Context: an optimization exercise on an open-source flow, tuned for small area and few clock cycles. The choices shown serve that exercise and are no tape-out recipe.
Only simulation tests tie the RTL to the original design; equivalence was not proved.
No activity file was given, so power comes from the tool's default toggle rates.

// mmu_walk_engine
module mmu_walk_engine (
    input  wire        clk,
    input  wire        rst,
    input  wire        cmd_valid,
    output wire        cmd_ready,
    input  wire [31:0] cmd_word,
    input  wire [63:0] cmd_a0,
    input  wire [63:0] cmd_a1,
    input  wire [63:0] cmd_a2,
    output wire        mem_req_valid,
    output wire [47:0] mem_req_addr,
    input  wire        mem_rsp_valid,
    input  wire        mem_rsp_fail,
    input  wire [63:0] mem_rsp_data,
    output wire        reg_req_valid,
    output wire [2:0]  reg_req_sel,
    input  wire        reg_rsp_valid,
    input  wire        reg_rsp_fail,
    input  wire [63:0] reg_rsp_data,
    output wire        rec_valid,
    input  wire        rec_ready,
    output wire [3:0]  rec_type,
    output wire [1:0]  rec_level,
    output wire [8:0]  rec_index,
    output wire [47:0] rec_base,
    output wire [47:0] rec_ea,
    output wire [63:0] rec_raw,
    output wire [63:0] rec_desc,
    output wire [63:0] rec_prefix,
    output wire [11:0] rec_info
);
export LEC_CHECK = 0
export CAP_MARGIN = 5
export CORE_MARGIN = 2
export CORE_UTILIZATION = 40
export PLACE_DENSITY = 0.75
export SLEW_MARGIN = 5
create_clock -name core_clock -period 10.0 [get_ports {clk}]
standard.sh (not shown) runs the stock make flow with config.mk's settings and CLKGATE_MAP_FILE= SYNTH_SCRIPT=/design/flow/synth_recipe.tcl, a recipe that flattens the netlist after the stock synthesis.
==> flow/flow/run.sh <==
#!/bin/bash
# Layout flow: the standard ORFS flow with two changes:
#  - the port buffers that global placement inserts on every input and output
#    are the smallest buffer cell (sky130_fd_sc_hd__buf_1);
#  - clock tree synthesis clusters the flip-flops in larger groups and inserts
#    no dummy load cells.
# The full output of the flow goes to flow_standard.log in this folder.
set -euo pipefail
bash standard.sh \
  "BUFFER_PORTS_ARGS=-buffer_cell sky130_fd_sc_hd__buf_1" \
  "CTS_ARGS=-sink_clustering_enable -repair_clock_nets -dont_use_dummy_load -sink_clustering_size 20 -sink_clustering_max_diameter 100 -buf_list sky130_fd_sc_hd__clkbuf_16" \
  finish > flow_standard.log 2>&1
The first run passed the timing, DRC and antenna checks.
Testbench counts at the start, summed over its fixed seeds: cycles 186,347.
Rerun with:
- PLACE_DENSITY: 0.75 -> 0.6
=>
- The changed run finished with timing, DRC and antenna clean
- non-clock buffer count is higher by 5
- total power went down slightly
- cell count hardly moves
- via count came out lower slightly
Rerun with:
--- a/flow/flow/run.sh
+++ b/flow/flow/run.sh
@@ -11 +11 @@
-  "CTS_ARGS=-sink_clustering_enable -repair_clock_nets -dont_use_dummy_load -sink_clustering_size 20 -sink_clustering_max_diameter 100 -buf_list sky130_fd_sc_hd__clkbuf_16" \
+  "CTS_ARGS=-sink_clustering_enable -repair_clock_nets -dont_use_dummy_load -sink_clustering_size 25 -sink_clustering_max_diameter 110 -buf_list sky130_fd_sc_hd__clkbuf_16" \
After rerunning: The new run passed the timing, DRC and antenna checks. Final area decreases by 0.34%. Sequential share of layout area increases by 0.17 points. Die area does not change. Setup slack improved by 12 ps. Utilization goes down by 0.16 points. Synthesized area stays the same. Critical path depth does not change.


Setup of old:
mmu_walk_engine again, from the RTL that the note above started with.
Settings: LEC_CHECK=0, CAP_MARGIN=5, CORE_MARGIN=2, CORE_UTILIZATION=40, PLACE_DENSITY=0.6, SLEW_MARGIN=5; clock period 10.0 ns.
==> flow/flow/run.sh <==
#!/bin/bash
# Layout flow: the standard ORFS flow with two changes:
#  - the port buffers that global placement inserts on every input and output
#    are the smallest buffer cell (sky130_fd_sc_hd__buf_1);
#  - clock tree synthesis clusters the flip-flops in larger groups and inserts
#    no dummy load cells.
# The full output of the flow goes to flow_standard.log in this folder.
set -euo pipefail
bash standard.sh \
  "BUFFER_PORTS_ARGS=-buffer_cell sky130_fd_sc_hd__buf_1" \
  "CTS_ARGS=-sink_clustering_enable -repair_clock_nets -dont_use_dummy_load -sink_clustering_size 30 -sink_clustering_max_diameter 120 -buf_list sky130_fd_sc_hd__clkbuf_16" \
  finish > flow_standard.log 2>&1
old finished end to end and its layout was clean on timing, DRC and antenna.
Testbench counts of old, summed over its fixed seeds: cycles 186,347.
Here is what was changed in the inputs of new compared with old.
# old
export LEC_CHECK = 0
export CAP_MARGIN = 5
export CORE_MARGIN = 2
export CORE_UTILIZATION = 40
export PLACE_DENSITY = 0.6
export SLEW_MARGIN = 5
create_clock -name core_clock -period 10.0 [get_ports {clk}]
# new
export LEC_CHECK = 0
export CAP_MARGIN = 20
export CORE_MARGIN = 2
export CORE_UTILIZATION = 40
export PLACE_DENSITY = 0.6
export SLEW_MARGIN = 20
create_clock -name core_clock -period 10.0 [get_ports {clk}]
==> flow/run.sh (new file) <==
#!/bin/bash
# synth_recipe.tcl (not shown) runs the flow's synth.tcl, then flattens the netlist and writes it again
# the make line also repeats each setting of config.mk as NAME=value (left out here)
make -C /OpenROAD-flow-scripts/flow DESIGN_CONFIG=/design/flow/config.mk WORK_HOME=/design/flow/orfs CLKGATE_MAP_FILE= SYNTH_SCRIPT=/design/flow/synth_recipe.tcl finish
removed: flow/flow/run.sh
removed: flow/standard.sh
## What came out
- new reports its slowest cell on the critical path as and4_1 while old reports a21oi_1.
- Diff old..new | via count | negligible
- Of new and old, the run reporting the higher wire length was new.
- Average wire per standard cell on new is up relative to old.
- [compare] base=old new=new: total stage count of the critical path went up; worst hold slack dropped 0.13 ns; area of the core region held steady.

separate check: timing with driven ports:
The results above use ideal ports. As a check the final layouts listed here were re-extracted and re-timed, cells and wires unchanged.
Step 1 (the two cells are an assumption about what drives the block):
set clk [get_ports {clk}]
set_driving_cell -lib_cell sky130_fd_sc_hd__clkbuf_16 $clk
set_driving_cell -lib_cell sky130_fd_sc_hd__buf_2 [delete_from_list [all_inputs] $clk]
Step 2, shift: input delay + t, output delay - t, t = (earliest + latest rising clock arrival at the registers) / 2. This alone moves slack from input paths to output paths.
a / b / c = no drivers / after step 1 / after step 2; a / b = the first two.
run	shift t [ns]	setup WS [ns]	latest minus earliest clock arrival (ns)
the first run of note 1	0.609	2.261 / 2.202 / 2.812	0.071 / 0.071
the second run of note 1	0.595	2.518 / 2.467 / 3.062	0.044 / 0.044
the third run of note 1	0.571	2.530 / 2.478 / 3.049	0.046 / 0.045
old	0.568	2.502 / 2.452 / 3.020	0.043 / 0.042
new	0.620	1.730 / 1.678 / 2.298	0.020 / 0.020
After both steps setup and hold are still met in every run listed.
